Background: an optimization exercise with open tools, aiming at small area, a short achievable clock period and few clock cycles per item. Do not read the settings as production practice. The RTL was checked by simulation tests, not by an equivalence proof against the original design. Power is estimated from default activity; no workload was simulated.

Design erf_decoder, start of the top module:
module erf_decoder (
    input  wire         clk,
    input  wire         rst,
    input  wire         in_valid,
    output wire         in_ready,
    input  wire         in_vreset,
    input  wire         in_en,
    input  wire [119:0] in_pkt,
    output reg          out_valid,
    input  wire         out_ready,
    output wire         out_trigger,
    output wire [4:0]   out_err,
    output reg  [39:0]  out_ts,
    output reg  [1:0]   out_seq,
    output reg  [7:0]   out_sync,
    output reg  [15:0]  out_crc_rx,
    output wire [15:0]  out_crc_calc,
    output reg  [31:0]  out_flags_lo,
    output reg  [5:0]   out_flags_hi,
    output reg  [2:0]   out_grp_r,
    output reg  [2:0]   out_grp_s,
    output reg  [3:0]   out_pkt_err,
    output reg          out_mode,
    output reg  [4:0]   out_aux
);
    wire [15:0]  synd_in;
    wire cx0 = in_pkt[44] ^ in_pkt[92];
    wire cx1 = in_pkt[20] ^ in_pkt[91];
    wire cx2 = in_pkt[35] ^ in_pkt[86];
    wire cx3 = in_pkt[57] ^ in_pkt[118];
    wire cx4 = in_pkt[63] ^ in_pkt[111];
    wire cx5 = in_pkt[106] ^ in_pkt[119];
    wire cx6 = in_pkt[33] ^ in_pkt[64];
    wire cx7 = in_pkt[65] ^ in_pkt[113];
    wire cx8 = in_pkt[66] ^ in_pkt[94];
    wire cx9 = in_pkt[26] ^ cx0;
    wire cx10 = in_pkt[16] ^ in_pkt[22];
    wire cx11 = in_pkt[17] ^ in_pkt[23];
    wire cx12 = in_pkt[18] ^ in_pkt[24];
    wire cx13 = in_pkt[19] ^ in_pkt[25];
    wire cx14 = in_pkt[21] ^ in_pkt[27];
    wire cx15 = in_pkt[28] ^ in_pkt[72];
    wire cx16 = in_pkt[31] ^ in_pkt[105];
    wire cx17 = in_pkt[32] ^ in_pkt[107];
    wire cx18 = in_pkt[43] ^ in_pkt[62];
    wire cx19 = in_pkt[60] ^ in_pkt[70];
    wire cx20 = in_pkt[61] ^ in_pkt[71];
    wire cx21 = in_pkt[85] ^ cx4;
    wire cx22 = in_pkt[87] ^ cx1;
    wire cx23 = in_pkt[112] ^ cx2;
    wire cx24 = in_pkt[29] ^ in_pkt[89];
  ...
Size: ~1,100 cells after synthesis.
Settings: LEC_CHECK=0, CAP_MARGIN=20, CORE_MARGIN=2, CORE_UTILIZATION=40, PLACE_DENSITY=0.6, SETUP_SLACK_MARGIN=2.9, SLEW_MARGIN=20; clock period 6.0 ns.
standard.sh (not shown) runs the stock make flow with config.mk's settings and CLKGATE_MAP_FILE= SYNTH_SCRIPT=/design/flow/synth_recipe.tcl, a recipe that flattens the netlist after the stock synthesis.
==> flow/flow/run.sh <==
#!/bin/bash
# ORFS layout with two changes:
#  - synthesis maps the logic with flow/map.abc (structural choices and
#    area-recovering mapping, keeping the XOR network of the RTL) instead of
#    ORFS's delay-first ABC script; everything else in synthesis, including
#    the flip-flop mapping, is synth_recipe.tcl unchanged;
#  - the port buffers are buf_1 cells (buffer_ports otherwise picks
#    clkdlybuf4s50_1 delay cells).
set -euo pipefail
W=$(pwd)
{
  echo "proc abc {args} { set i [lsearch \$args -script]; if {\$i >= 0} { lset args [expr {\$i+1}] $W/flow/map.abc }; yosys abc {*}\$args }"
  cat synth_recipe.tcl
} > flow_synth.tcl
sed "s#SYNTH_SCRIPT=[^ ]*#SYNTH_SCRIPT=$W/flow_synth.tcl#" standard.sh > flow_standard.sh
grep -q "SYNTH_SCRIPT=$W/flow_synth.tcl" flow_standard.sh
export BUFFER_PORTS_ARGS="-buffer_cell sky130_fd_sc_hd__buf_1"
bash flow_standard.sh > standard.log 2>&1
==> flow/flow/map.abc <==
&get -n
&st
&dch
&nf
&put
Testbench counts at the start, summed over its fixed seeds: cycles 2,408, items 2,365.
Change:
--- a/flow/config.mk
+++ b/flow/config.mk
@@ -10,4 +10,4 @@
 export CORE_UTILIZATION = 40
 export PLACE_DENSITY = 0.6
-export SETUP_SLACK_MARGIN = 2.9
+export SETUP_SLACK_MARGIN = 2.5
 export SLEW_MARGIN = 20
Outcome: The changed run finished with timing, DRC and antenna clean; design area goes down by a few percent; power goes down by a few percent; setup slack gets worse by 0.30 ns.
Change:
--- a/flow/flow/run.sh
+++ b/flow/flow/run.sh
@@ -6,5 +6,6 @@
 #    the flip-flop mapping, is synth_recipe.tcl unchanged;
 #  - the port buffers are buf_1 cells (buffer_ports otherwise picks
-#    clkdlybuf4s50_1 delay cells).
+#    clkdlybuf4s50_1 delay cells);
+#  - clock tree synthesis inserts no dummy loads.
 set -euo pipefail
 W=$(pwd)
@@ -16,3 +17,4 @@
 grep -q "SYNTH_SCRIPT=$W/flow_synth.tcl" flow_standard.sh
 export BUFFER_PORTS_ARGS="-buffer_cell sky130_fd_sc_hd__buf_1"
+export CTS_ARGS="-sink_clustering_enable -repair_clock_nets -buf_list {sky130_fd_sc_hd__clkbuf_8 sky130_fd_sc_hd__clkbuf_16} -dont_use_dummy_load"
 bash flow_standard.sh > standard.log 2>&1
--- a/flow/config.mk
+++ b/flow/config.mk
@@ -8,6 +8,6 @@
 export CAP_MARGIN = 20
 export CORE_MARGIN = 2
-export CORE_UTILIZATION = 40
-export PLACE_DENSITY = 0.6
-export SETUP_SLACK_MARGIN = 2.5
+export CORE_UTILIZATION = 60
+export PLACE_DENSITY = 0.7
+export SETUP_SLACK_MARGIN = 2.6
 export SLEW_MARGIN = 20
Effect:
- The new run ran to the end with no violations
- total power falls by 6.7%
- design area goes down by 3.7%
- core utilization climbs by 23 points
- clock skew came out higher by 0.019 ns
- setup slack is better by 0.070 ns
- synthesized area is unchanged
- non-clock buffer count shrinks by 8
- cell count fell by 9.6%
- clock power goes down by 26%

## separate check: timing with driven ports
How much do the figures lean on ideal ports? The routed layouts below were timed once more, with nothing changed but the port constraints. Step 1 assumes that a clkbuf_16 drives the clock port and a buf_2 every other input. Step 2 adds t to the input delays and takes it off the output delays; t is the mean of the earliest and latest rising clock arrival at the registers after step 1. Input paths then give back, and output paths get back, about the clock's delay inside the block. Slacks: ideal ports / drivers / drivers and shift; pairs: ideal ports / drivers.
run	shift t [ns]	setup slack, ns	worst setup path after step 2
the first run	0.566	2.872 / 2.872 / 2.334	input to register
the second run	0.557	2.574 / 2.597 / 2.039	input to register
the third run	0.542	2.643 / 2.668 / 2.126	input to register
After both steps setup and hold are still met in every run listed. For the first run, which loses most, drivers alone change the setup slack by 0.000 ns; drivers and shift together by -0.538 ns.
